From an optimization exercise on the open Yosys and OpenROAD flow, aimed at small area, a short achievable clock period and few clock cycles per item; shortcuts taken in it are not production practice.
In this exercise RTL edits were held to simulation tests only and were not proved equivalent to the original.

==> inputs of trial 36 <==
## pa_inc
module pa_inc (
    input  wire        clk,
    input  wire        rst,
    input  wire        in_valid,
    output wire        in_ready,
    input  wire [63:0] in_f,
    input  wire [63:0] in_fs,
    output wire        out_valid,
    output wire [63:0] out_inc
);
export LEC_CHECK = 0
export CAP_MARGIN = 20
export CORE_MARGIN = 2
export CORE_UTILIZATION = 45
export SLEW_MARGIN = 20
create_clock -name core_clock -period 25.0 [get_ports {clk}]
standard.sh (not shown) runs the stock make flow with config.mk's settings and CLKGATE_MAP_FILE= SYNTH_SCRIPT=/design/flow/synth_recipe.tcl, a recipe that flattens the netlist after the stock synthesis.
==> flow/flow/run.sh <==
#!/bin/bash
set -euo pipefail
bash standard.sh SETUP_SLACK_MARGIN=18 finish > standard_flow.log 2>&1
==> build 71 (differences from trial 36) <==
--- a/flow/design.v
+++ b/flow/design.v
@@ -51,54 +51,57 @@
     reg [57:0]        WS, WC;  
     reg signed [12:0] E;       
     reg signed [12:0] ES;      
     reg               sgn;
     reg               G, S;    
     reg               top_r;   
     reg               pslow;   
     reg [3:0]         dp, dn;  
+    reg               fsub;    
     wire idle_like = (st == S_IDLE) | (st == S_DONE);
     assign in_ready  = idle_like;
     assign out_valid = (st == S_DONE);
     assign out_inc   = {sgn, E[10:0], Q[51:0]};
     wire load = idle_like & in_valid;
     wire f_man0 = ~|Q[51:0];
-    wire f_zero = f_man0 & ~Q[52];
+    wire f_zero = ~|Q[53:0];
     wire f_max  = (E == 13'sd2049);
     wire f_nan  = f_max & ~f_man0;
     wire f_inf  = f_max & f_man0;
     wire s_man0 = ~|D[51:0];
     wire s_zero = s_man0 & ~D[52];
     wire s_max  = (ES == 13'sd2047);
     wire s_nan  = s_max & ~s_man0;
     wire s_inf  = s_max & s_man0;
     wire sp_nan  = f_nan | s_nan | (f_inf & s_inf) | (f_zero & s_zero);
     wire special = f_nan | s_nan | f_inf | f_zero | s_zero;
     wire sp_inf  = ~sp_nan & (f_inf | s_zero);
-    wire need_norm = ~Q[52] | ~D[52];
+    wire need_norm = ~D[52];
     wire mul_m = (st == S_MUL);
     wire div_m = (st == S_DIV);
     wire first = (cnt == 4'd0);
     wire chk   = (cnt[3:1] == 3'd0);    
     wire last  = (cnt == 4'd3);
     wire mul_go = mul_m & ~(chk & (special | need_norm));
     wire top_now = (Q[52:0] >= TOPC);
     wire signed [12:0] ep_c = E + {12'd0, top_now};
-    wire pslow_now = (ep_c < 13'sd1) | (ep_c > 13'sd2045) | s_inf;
+    wire pslow_now = (ep_c < 13'sd1) | (ep_c > 13'sd2045) | s_inf | fsub;
     wire [3:0] n1 = first ? 4'd0 : Q[11:8];
     wire [3:0] n2 = first ? 4'd0 : Q[15:12];
     wire [3:0] n3 = first ? Q[3:0] : Q[19:16];
     wire [3:0] n4 = first ? Q[7:4] : Q[23:20];
     wire [56:0] T1 = tab(n1);
     wire [56:0] T2 = tab(n2);
     wire [56:0] T3 = tab(n3);
     wire [56:0] T4 = tab(n4);
-    wire [76:0] x0 = {15'd0, WS, 4'd0};
-    wire [76:0] y0 = {15'd0, WC, 4'd0};
+    wire [61:0] x0 = mul_m ? {20'd0, WS[57:16]} : {WS, 4'd0};
+    wire [61:0] y0 = mul_m ? {20'd0, WC[57:16]} : {WC, 4'd0};
+    wire [61:0] xw = {WS, 4'd0};
+    wire [61:0] yw = {WC, 4'd0};
     function [1:0] qsel;    
         input [3:0] a, b;
         reg [3:0] p, g;
         reg c3, e3;
         begin
             p  = a ^ b;
             g  = a & b;
             c3 = g[2] | (p[2] & g[1]) | (p[2] & p[1] & g[0]);
@@ -114,69 +117,69 @@
             c = (x[3:0] & y[3:0]) | (x[3:0] & z[3:0]) | (y[3:0] & z[3:0]);
             qnext = qsel(s, c);
         end
     endfunction
     wire [61:0] dv1 = {4'd0, D, 5'd0};
     wire [61:0] dv2 = {5'd0, D, 4'd0};
     wire [61:0] dv3 = {6'd0, D, 3'd0};
     wire [61:0] dv4 = {7'd0, D, 2'd0};
-    wire [1:0] q1 = qsel(x0[60:57], y0[60:57]);
-    wire [1:0] q2p = qnext(x0[59:55], y0[59:55], ~dv1[59:55]);
-    wire [1:0] q20 = qnext(x0[59:55], y0[59:55], 5'd0);
-    wire [1:0] q2n = qnext(x0[59:55], y0[59:55], dv1[59:55]);
+    wire [1:0] q1 = qsel(xw[60:57], yw[60:57]);
+    wire [1:0] q2p = qnext(xw[59:55], yw[59:55], ~dv1[59:55]);
+    wire [1:0] q20 = qnext(xw[59:55], yw[59:55], 5'd0);
+    wire [1:0] q2n = qnext(xw[59:55], yw[59:55], dv1[59:55]);
     wire [1:0] q2 = q1[1] ? q2p : q1[0] ? q2n : q20;
     wire [61:0] zd1 = q1[1] ? ~dv1 : q1[0] ? dv1 : 62'd0;
-    wire [76:0] z1 = mul_m ? {12'd0, T1, 8'd0} : {15'd0, zd1};
-    wire [76:0] x1 = x0 ^ y0 ^ z1;
-    wire [75:0] m1 = (x0[75:0] & y0[75:0]) | (x0[75:0] & z1[75:0]) | (y0[75:0] & z1[75:0]);
-    wire [76:0] y1 = {m1[75:20], m1[19] & ~mul_m, m1[18:0], ~mul_m & q1[1]};
+    wire [61:0] z1 = mul_m ? {17'd0, T1[56:12]} : zd1;
+    wire [61:0] x1 = x0 ^ y0 ^ z1;
+    wire [60:0] m1 = (x0[60:0] & y0[60:0]) | (x0[60:0] & z1[60:0]) | (y0[60:0] & z1[60:0]);
+    wire [61:0] y1 = {m1, ~mul_m & q1[1]};
     wire [1:0] q3p = qnext(x1[58:54], y1[58:54], ~dv2[58:54]);
     wire [1:0] q30 = qnext(x1[58:54], y1[58:54], 5'd0);
     wire [1:0] q3n = qnext(x1[58:54], y1[58:54], dv2[58:54]);
     wire [1:0] q3 = q2[1] ? q3p : q2[0] ? q3n : q30;
     wire [61:0] zd2 = q2[1] ? ~dv2 : q2[0] ? dv2 : 62'd0;
-    wire [76:0] z2 = mul_m ? {8'd0, T2, 12'd0} : {15'd0, zd2};
-    wire [76:0] x2 = x1 ^ y1 ^ z2;
-    wire [75:0] m2 = (x1[75:0] & y1[75:0]) | (x1[75:0] & z2[75:0]) | (y1[75:0] & z2[75:0]);
-    wire [76:0] y2 = {m2[75:20], m2[19] & ~mul_m, m2[18:0], ~mul_m & q2[1]};
+    wire [61:0] z2 = mul_m ? {13'd0, T2[56:8]} : zd2;
+    wire [61:0] x2 = x1 ^ y1 ^ z2;
+    wire [60:0] m2 = (x1[60:0] & y1[60:0]) | (x1[60:0] & z2[60:0]) | (y1[60:0] & z2[60:0]);
+    wire [61:0] y2 = {m2, ~mul_m & q2[1]};
     wire [1:0] q4p = qnext(x2[57:53], y2[57:53], ~dv3[57:53]);
     wire [1:0] q40 = qnext(x2[57:53], y2[57:53], 5'd0);
     wire [1:0] q4n = qnext(x2[57:53], y2[57:53], dv3[57:53]);
     wire [1:0] q4 = q3[1] ? q4p : q3[0] ? q4n : q40;
     wire [61:0] zd3 = q3[1] ? ~dv3 : q3[0] ? dv3 : 62'd0;
-    wire [76:0] z3 = mul_m ? {4'd0, T3, 16'd0} : {15'd0, zd3};
-    wire [76:0] x3 = x2 ^ y2 ^ z3;
-    wire [75:0] m3 = (x2[75:0] & y2[75:0]) | (x2[75:0] & z3[75:0]) | (y2[75:0] & z3[75:0]);
-    wire [76:0] y3 = {m3[75:20], m3[19] & ~mul_m, m3[18:0], ~mul_m & q3[1]};
+    wire [61:0] z3 = mul_m ? {9'd0, T3[56:4]} : zd3;
+    wire [61:0] x3 = x2 ^ y2 ^ z3;
+    wire [60:0] m3 = (x2[60:0] & y2[60:0]) | (x2[60:0] & z3[60:0]) | (y2[60:0] & z3[60:0]);
+    wire [61:0] y3 = {m3, ~mul_m & q3[1]};
     wire [18:0] l1 = {3'd0, WS[15:0]};
     wire [18:0] l2 = {3'd0, WC[15:0]};
     wire [18:0] l3 = {3'd0, T1[11:0], 4'd0};
     wire [18:0] l4 = {3'd0, T2[7:0], 8'd0};
     wire [18:0] l5 = {3'd0, T3[3:0], 12'd0};
     wire [18:0] ls1 = l1 ^ l2 ^ l3;
     wire [18:0] lc1 = {(l1[17:0] & l2[17:0]) | (l1[17:0] & l3[17:0]) | (l2[17:0] & l3[17:0]), 1'b0};
     wire [18:0] ls2 = ls1 ^ lc1 ^ l4;
     wire [18:0] lc2 = {(ls1[17:0] & lc1[17:0]) | (ls1[17:0] & l4[17:0]) | (lc1[17:0] & l4[17:0]), 1'b0};
     wire [18:0] ls3 = ls2 ^ lc2 ^ l5;
     wire [18:0] lc3 = {(ls2[17:0] & lc2[17:0]) | (ls2[17:0] & l5[17:0]) | (lc2[17:0] & l5[17:0]), 1'b0};
     wire [18:0] dsum = ls3 + lc3;
     wire [61:0] zd4 = q4[1] ? ~dv4 : q4[0] ? dv4 : 62'd0;
-    wire [76:0] z4 = mul_m ? {T4[56:3], dsum[18:16], 20'd0} : {15'd0, zd4};
-    wire [76:0] x4 = x3 ^ y3 ^ z4;
-    wire [75:0] m4 = (x3[75:0] & y3[75:0]) | (x3[75:0] & z4[75:0]) | (y3[75:0] & z4[75:0]);
-    wire [76:0] y4 = {m4[75:20], m4[19] & ~mul_m, m4[18:0], ~mul_m & q4[1]};
+    wire [61:0] z4 = mul_m ? {5'd0, T4[56:3], dsum[18:16]} : zd4;
+    wire [61:0] x4 = x3 ^ y3 ^ z4;
+    wire [60:0] m4 = (x3[60:0] & y3[60:0]) | (x3[60:0] & z4[60:0]) | (y3[60:0] & z4[60:0]);
+    wire [61:0] y4 = {m4, ~mul_m & q4[1]};
     wire [1:0] acc_lo = dsum[17:16] + WS[17:16] + WC[17:16] + T1[13:12] + T2[9:8] + T3[5:4];
     wire g_now = dsum[15];
     wire s_now = S | (|dsum[14:0]);
     wire rnd_nt = g_now & (s_now | acc_lo[0]);
     wire rnd_tp = acc_lo[0] & (g_now | s_now | acc_lo[1]);
     wire prnd   = last & ~pslow;                   
     wire rnd_f  = top_r ? rnd_tp : rnd_nt;
-    wire ws0_m  = (prnd & top_r) ? (x4[20] & rnd_tp) : x4[20];
+    wire ws0_m  = (prnd & top_r) ? (x4[0] & rnd_tp) : x4[0];
     wire [3:0] qvt = dp - dn;           
     wire [3:0] qvm = dp + ~dn;          
     wire v_pos = dp[3] | (~dn[3] & (dp[2] | (~dn[2] & (dp[1] | (~dn[1] & dp[0])))));
     wire v_z   = ~(|dp | |dn);
     wire [55:0] q_next  = {((v_pos | v_z) ? Q[51:0] : QM[51:0]), qvt};
     wire [55:0] qm_next = {(v_pos ? Q[51:0] : QM[51:0]), qvm};
     wire rnd_p  = G & (S | WS[0]);
     wire cpa_ci = (st == S_PRND) & rnd_p;
@@ -201,54 +204,71 @@
     wire [53:0] mi   = {1'b0, mant} + {53'd0, rndq};
     wire        cq   = mi[53];
     wire        ovf  = (E > 13'sd2046) | ((E == 13'sd2046) & cq);
     wire signed [12:0] Efin = ovf ? 13'sd2047
                             : (mi[52] | cq) ? E + {12'd0, cq} : 13'sd0;
     wire [52:0] mfin = ovf ? 53'd0 : mi[52:0];
     wire [10:0] ef = in_f[62:52];
     wire [10:0] es = in_fs[62:52];
-    wire [56:0] T0l = tab(in_f[3:0]);
-    wire [56:0] T1l = tab(in_f[7:4]);
+    wire fsub_in = (ef == 11'd0);
+    wire [3:0] nl0 = fsub_in ? {in_f[1:0], 2'd0} : in_f[3:0];
+    wire [3:0] nl1 = fsub_in ? in_f[5:2] : in_f[7:4];
+    wire [56:0] T0l = tab(nl0);
+    wire [56:0] T1l = tab(nl1);
+    reg [57:0] ws_misc;
+    always @* begin
+        ws_misc = WS;
+        case (st)
+            S_IDLE, S_DONE: if (in_valid) ws_misc = {1'b0, T1l};
+            S_MUL:   if (chk && need_norm && !special) ws_misc = 58'd0;
+            S_PCPA,
+            S_PRND:  ws_misc = wsum;
+            S_PSLOW: if ((|WS[57:53]) || E < 13'sd1) ws_misc = {1'b0, WS[57:1]};
+            S_PPOST: if (WS[53]) ws_misc = {1'b0, WS[57:1]};
+                     else if (!WS[52] && !(E > 13'sd2046) && !s_inf) ws_misc = {WS[56:0], 1'b0};
+            S_FIN:   ws_misc = 58'd0;
+            default: ;
+        endcase
+    end
     always @(posedge clk) begin
-        WC <= load   ? {5'd0, T0l[56:4]}
-            : mul_go ? {1'b0, y4[76:21], prnd ? rnd_f : y4[20]}
-            : div_m  ? y4[57:0] : 58'd0;
+        WS <= (div_m | mul_go) ? {x4[57:1], div_m ? x4[0] : ws0_m} : ws_misc;
+        WC <= div_m  ? y4[57:0]
+            : mul_go ? {y4[57:1], prnd ? rnd_f : y4[0]}
+            : load   ? {5'd0, T0l[56:4]} : 58'd0;
         QM <= qm_next;
         dp <= {q1[1], q2[1], q3[1], q4[1]};
         dn <= {q1[0], q2[0], q3[0], q4[0]};
     end
     always @(posedge clk) begin
         case (st)
             S_IDLE, S_DONE: begin
                 st <= S_IDLE;
                 if (in_valid) begin
-                    Q   <= {3'd0, |ef, in_f[51:0]};
+                    Q   <= fsub_in ? {2'd0, in_f[51:0], 2'd0} : {3'd0, 1'b1, in_f[51:0]};
+                    fsub <= fsub_in;
                     D   <= {|es, in_fs[51:0]};
-                    E   <= {2'd0, ef} + ((ef == 11'd0) ? 13'sd3 : 13'sd2);
+                    E   <= fsub_in ? 13'sd1 : {2'd0, ef} + 13'sd2;
                     ES  <= {2'd0, es[10:1], es[0] | ~|es};
                     sgn <= in_f[63] ^ in_fs[63];
-                    WS  <= {1'b0, T1l};
-                    S   <= in_f[0];
+                    S   <= nl0[0];
                     cnt <= 4'd1;
                     st  <= S_MUL;
                 end
             end
             S_MUL: begin
                 if (chk && special) begin
                     Q[52:0] <= {1'b0, sp_nan, 51'd0};
                     E       <= (sp_nan | sp_inf) ? 13'sd2047 : 13'sd0;
                     st      <= S_DONE;
                 end else if (chk && need_norm) begin
-                    WS  <= 58'd0;
                     S   <= 1'b0;
                     cnt <= 4'd0;
                     st  <= S_NORM;
                 end else begin
-                    WS  <= {1'b0, x4[76:21], ws0_m};
                     if (!first)
                         Q <= {16'd0, Q[55:16]};
                     cnt <= cnt + 4'd1;
                     if (chk) begin
                         top_r <= top_now;
                         pslow <= pslow_now;
                     end
                     if (last) begin
@@ -262,76 +282,64 @@
                             st <= S_DIV;
                         end
                     end else begin
                         S <= S | (|dsum[15:0]);
                     end
                 end
             end
             S_NORM: begin
-                if (!Q[52]) begin
-                    Q <= {Q[54:0], 1'b0};
-                    E <= E - 13'sd1;
-                end
                 if (!D[52]) begin
                     D  <= {D[51:0], 1'b0};
                     ES <= ES - 13'sd1;
-                end
-                if (Q[52] && D[52])
+                end else
                     st <= S_MUL;
             end
             S_PCPA: begin
-                WS <= wsum;
                 st <= S_PSLOW;
             end
             S_PSLOW: begin
-                if (WS[53] || E < 13'sd1) begin
-                    WS <= {1'b0, WS[57:1]};
+                if ((|WS[57:53]) || E < 13'sd1) begin
                     G  <= WS[0];
                     S  <= S | G;
                     E  <= E + 13'sd1;
                 end else begin
                     st <= S_PRND;
                 end
             end
             S_PRND: begin
-                WS <= wsum;
                 st <= S_PPOST;
             end
             S_PPOST: begin
                 if (WS[53]) begin
-                    WS <= {1'b0, WS[57:1]};
                     E  <= E + 13'sd1;
                 end else if (E > 13'sd2046) begin
                     Q[52:0] <= {1'b0, s_inf, 51'd0};
                     E       <= 13'sd2047;
                     st      <= S_DONE;
                 end else if (s_inf) begin
                     Q[52:0] <= 53'd0;
                     E       <= 13'sd0;
                     st      <= S_DONE;
                 end else if (!WS[52]) begin
-                    WS <= {WS[56:0], 1'b0};
                     E  <= E - 13'sd1;
                 end else begin
                     E   <= E - ES + 13'sd1023;
                     st  <= S_DIV;
                 end
             end
             S_DIV: begin
-                WS  <= x4[57:0];
                 Q   <= q_next;
                 cnt <= cnt + 4'd1;
                 if (cnt == 4'd13)
                     st <= S_FIN;
             end
             S_FIN: begin
                 Q  <= {1'b0, V};
                 E  <= Eq;
-                WS <= 58'd0;
                 st <= S_RND;
             end
             S_RND: begin
                 if (E < -13'sd52) begin
                     Q[52:0] <= 53'd0;
                     E       <= 13'sd0;
                     st      <= S_DONE;
                 end else if (e_le0) begin
==> flow/flow/run.sh (replaced) <==
#!/bin/bash
set -euo pipefail
bash standard.sh SETUP_SLACK_MARGIN=18.5 finish > standard_flow.log 2>&1
- TNS_END_PERCENT: unset -> 10
==> notes <==
- Trial 36 finished clean. Build 71 completed with no timing, DRC or antenna violations.
- Die area: trial 36 is lower than build 71 (about 0.46%).
- Synthesized cell count: build 71 is higher than trial 36 (1.2%).
- Of build 71 and trial 36, trial 36 has the higher sequential share of layout area (gap 0.14 points).
- In trial 36 the wire length is smaller than in build 71, by 3.6%.
- Against trial 36, the hold slack of build 71 is worse by 46 ps.
- Against build 71, the global-route usage of trial 36 is lower by 2.2 points.
- Against build 71, the clock-buffer cell count of trial 36 is lower by 4.
Testbench counts of trial 36, summed over its fixed seeds: cycles 64,008, items 3,200.
Testbench counts of build 71, summed over its fixed seeds: cycles 64,008, items 3,200.

==> afterwards: timing with drivers on the ports <==
No port has a modelled driver above. Below, the same layouts with a new extraction and two added sets of constraints. Step 1 assumes that a clkbuf_16 drives the clock port and a buf_2 every other input. Step 2 times the ports against the registers' clock, not the clock port: input delays grow and output delays shrink by t, the midpoint of the rising clock arrivals with the driver on. a / b / c = no drivers / after step 1 / after step 2; a / b = the first two.
run | t, ns | setup slack, ns | clock arrival spread, ns | slew at the worst register clock pin (ns)
trial 36 | 0.732 | 17.451 / 17.451 / 16.969 | 0.034 / 0.034 | 0.07 / 0.07
build 71 | 0.776 | 17.699 / 17.699 / 17.039 | 0.045 / 0.045 | 0.07 / 0.07
After both steps setup and hold are still met in every run listed. For build 71, which loses most, drivers alone change the setup slack by 0.000 ns; drivers and shift together by -0.660 ns.
